Background: an optimization exercise with open tools, aiming at small area and a short achievable clock period. Do not read the settings as production practice.
Where RTL was checked, it was by simulation tests only, not by an equivalence proof against the original.
No activity file was given, so power comes from the tool's default toggle rates.

==> flow/design.v <==
module frame_detect (
    input  wire         clk,
    input  wire         rst,           
    input  wire         in_valid,
    input  wire [15:0]  in_mag,
    output reg          msg_valid,
    output reg          msg_long,
    output wire [111:0] msg_data
);
    reg         rst_q;           
    reg         ev;              
    reg  [15:0] x;               
    always @(posedge clk) begin
        rst_q <= rst;
        ev    <= in_valid & ~rst;
        x     <= in_mag;
    end
    reg [15:0] w1, w2, w3, w4, w5, w6, w7, w8, w9;
    always @(posedge clk) begin
        if (ev) begin
            w1 <= x;  w2 <= w1; w3 <= w2; w4 <= w3; w5 <= w4;
            w6 <= w5; w7 <= w6; w8 <= w7; w9 <= w8;
        end
    end
    wire g1 = w1 > x;            
    wire g2 = w2 > x;
    wire g3 = w3 > x;
    wire g4 = w4 > x;
    wire g5 = w5 > x;
    wire g6 = w6 > x;
    wire l1 = w1 < x;            
    reg q1, q2, q3, q4, q5;
    always @(posedge clk) begin
        if (ev) begin
            q1 <= g1;
            q2 <= q1 & g2;
            q3 <= q2 & g3;
            q4 <= q3 & g4;
            q5 <= q4 & g5;
        end
    end
    wire [17:0] peak_sum  = w9 + w7 + w2 + x;
    wire [15:0] mean_high = peak_sum[17:2];
    wire [17:0] mean3     = 3 * mean_high;
    wire quiet = (mean_high != 16'd0) &&
                 ({2'b00, w9} < mean3) && ({2'b00, w7} < mean3) &&
                 ({2'b00, w2} < mean3) && ({2'b00, x}  < mean3);
    reg        seen;             
    reg [14:1] pv;
    wire       verdict = pv[14] & q5 & g6;      
    always @(posedge clk) begin
        if (rst_q) begin
            seen <= 1'b0;
            pv   <= 14'd0;
        end else if (ev) begin
            seen   <= 1'b1;
            pv[1]  <= seen & g1;                 
            pv[2]  <= pv[1] & l1;                
            pv[3]  <= pv[2];
            pv[4]  <= pv[3];
            pv[5]  <= pv[4];
            pv[6]  <= pv[5] & q3 & g4;           
            pv[7]  <= pv[6] & l1;                
            pv[8]  <= pv[7] & g1;                
            pv[9]  <= pv[8] & l1 & quiet;        
            pv[10] <= pv[9];
            pv[11] <= pv[10];
            pv[12] <= pv[11];
            pv[13] <= pv[12];
            pv[14] <= pv[13];
        end
    end
    reg        act;              
    reg        cur_long;
    reg  [7:0] fc;
    reg        pend;
    reg  [6:0] pc;
    reg [55:0] p, q;
    reg        stg;              
    wire odd     = fc[0];
    wire col     = act & odd & (fc <= (cur_long ? 8'd223 : 8'd111));
    wire col_lo  = col & (fc <= 8'd111);         
    wire col_hi  = col & (fc >  8'd111);         
    wire to_q    = col_lo & (pend | stg);
    wire to_p    = col_lo & ~(pend | stg);
    wire skip_end = act & (fc == (cur_long ? 8'd238 : 8'd126));
    wire pres_long  = act & cur_long & (fc == 8'd223);
    wire pres_short = pend & (pc == 7'd96);
    wire move    = stg & ~pend & ~col;
    always @(posedge clk) begin
        if (rst_q) begin
            act  <= 1'b0;
            pend <= 1'b0;
            stg  <= 1'b0;
        end else if (ev) begin
            if (act) begin
                fc <= fc + 8'd1;
                if (fc == 8'd1) begin
                    cur_long <= g1;
                    stg      <= pend;
                end
                if (skip_end) begin
                    act <= 1'b0;
                    if (!cur_long) begin
                        pend <= 1'b1;
                        pc   <= 7'd0;
                    end
                end
            end else if (verdict) begin
                act <= 1'b1;
                fc  <= 8'd0;
            end
            if (pend) begin
                pc <= pc + 7'd1;
                if (pres_short)
                    pend <= 1'b0;
            end
            if (move)
                stg <= 1'b0;
        end
    end
    always @(posedge clk) begin
        if (ev) begin
            if (to_p)
                p <= {p[54:0], g1};
            else if (move)
                p <= q;
            if (to_q | col_hi)
                q <= {q[54:0], g1};
        end
    end
    always @(posedge clk) begin
        msg_valid <= ev & ~rst & (pres_long | pres_short);
        if (ev & (pres_long | pres_short))
            msg_long <= pres_long;
    end
    assign msg_data = {p, q & {56{msg_long}}};
endmodule
make LEC_CHECK=0 CAP_MARGIN=20 CORE_MARGIN=2 CORE_UTILIZATION=40 SLEW_MARGIN=20 finish   # period 10.0 ns
run.sh (not shown) runs the stock make flow with config.mk's settings and CLKGATE_MAP_FILE= SYNTH_SCRIPT=/design/flow/synth_recipe.tcl, a recipe that flattens the netlist after the stock synthesis.
The starting point finished clean.
Then changed:
--- a/flow/design.v
+++ b/flow/design.v
@@ -16,9 +16,9 @@
         x     <= in_mag;
     end
-    reg [15:0] w1, w2, w3, w4, w5, w6, w7, w8, w9;
+    reg [15:0] w1, w2, w3, w4, w5, w6, w7, w8, w9, w10;
     always @(posedge clk) begin
         if (ev) begin
             w1 <= x;  w2 <= w1; w3 <= w2; w4 <= w3; w5 <= w4;
-            w6 <= w5; w7 <= w6; w8 <= w7; w9 <= w8;
+            w6 <= w5; w7 <= w6; w8 <= w7; w9 <= w8; w10 <= w9;
         end
     end
@@ -41,9 +41,12 @@
     end
     wire [17:0] peak_sum  = w9 + w7 + w2 + x;
-    wire [15:0] mean_high = peak_sum[17:2];
-    wire [17:0] mean3     = 3 * mean_high;
-    wire quiet = (mean_high != 16'd0) &&
-                 ({2'b00, w9} < mean3) && ({2'b00, w7} < mean3) &&
-                 ({2'b00, w2} < mean3) && ({2'b00, x}  < mean3);
+    reg  [15:0] mean_q;
+    always @(posedge clk)
+        if (ev)
+            mean_q <= peak_sum[17:2];
+    wire [17:0] mean3     = 3 * mean_q;
+    wire quiet = (mean_q != 16'd0) &&
+                 ({2'b00, w10} < mean3) && ({2'b00, w8} < mean3) &&
+                 ({2'b00, w3}  < mean3) && ({2'b00, w1} < mean3);
     reg        seen;             
     reg [14:1] pv;
@@ -63,6 +66,6 @@
             pv[7]  <= pv[6] & l1;                
             pv[8]  <= pv[7] & g1;                
-            pv[9]  <= pv[8] & l1 & quiet;        
-            pv[10] <= pv[9];
+            pv[9]  <= pv[8] & l1;                
+            pv[10] <= pv[9] & quiet;             
             pv[11] <= pv[10];
             pv[12] <= pv[11];
Setup slack improves by 2.4 ns.
Synthesized cell count shrinks by about 0.9%.
Via count rises by 0.73%.
Sequential power went up by about 10%.
Non-clock buffer count went up by 3.
Function not checked in the second run of this note: the RTL went through the layout flow alone.

## port drivers added, routing unchanged
Ports are ideal in the flow. The routed layouts listed here were re-timed in OpenROAD. Step 1 (the two cells are an assumption about what drives the block):
set clk [get_ports {clk}]
set_driving_cell -lib_cell sky130_fd_sc_hd__clkbuf_16 $clk
set_driving_cell -lib_cell sky130_fd_sc_hd__buf_2 [delete_from_list [all_inputs] $clk]
Step 2 times the ports against the registers' clock, not the clock port: input delays grow and output delays shrink by t, the midpoint of the rising clock arrivals with the driver on. Slacks: ideal / step 1 / step 2; pairs: ideal / step 1.
run | shift t [ns] | setup WS [ns] | clock arrival spread, ns | worst register clock-pin slew, ns | pins driven straight from the clock port
the first run | 0.588 | 3.124 / 3.124 / 3.124 | 0.030 / 0.030 | 0.06 / 0.06 | 1
the second run | 0.585 | 5.548 / 5.548 / 5.548 | 0.011 / 0.011 | 0.06 / 0.06 | 1
After both steps setup and hold are still met in every run listed.
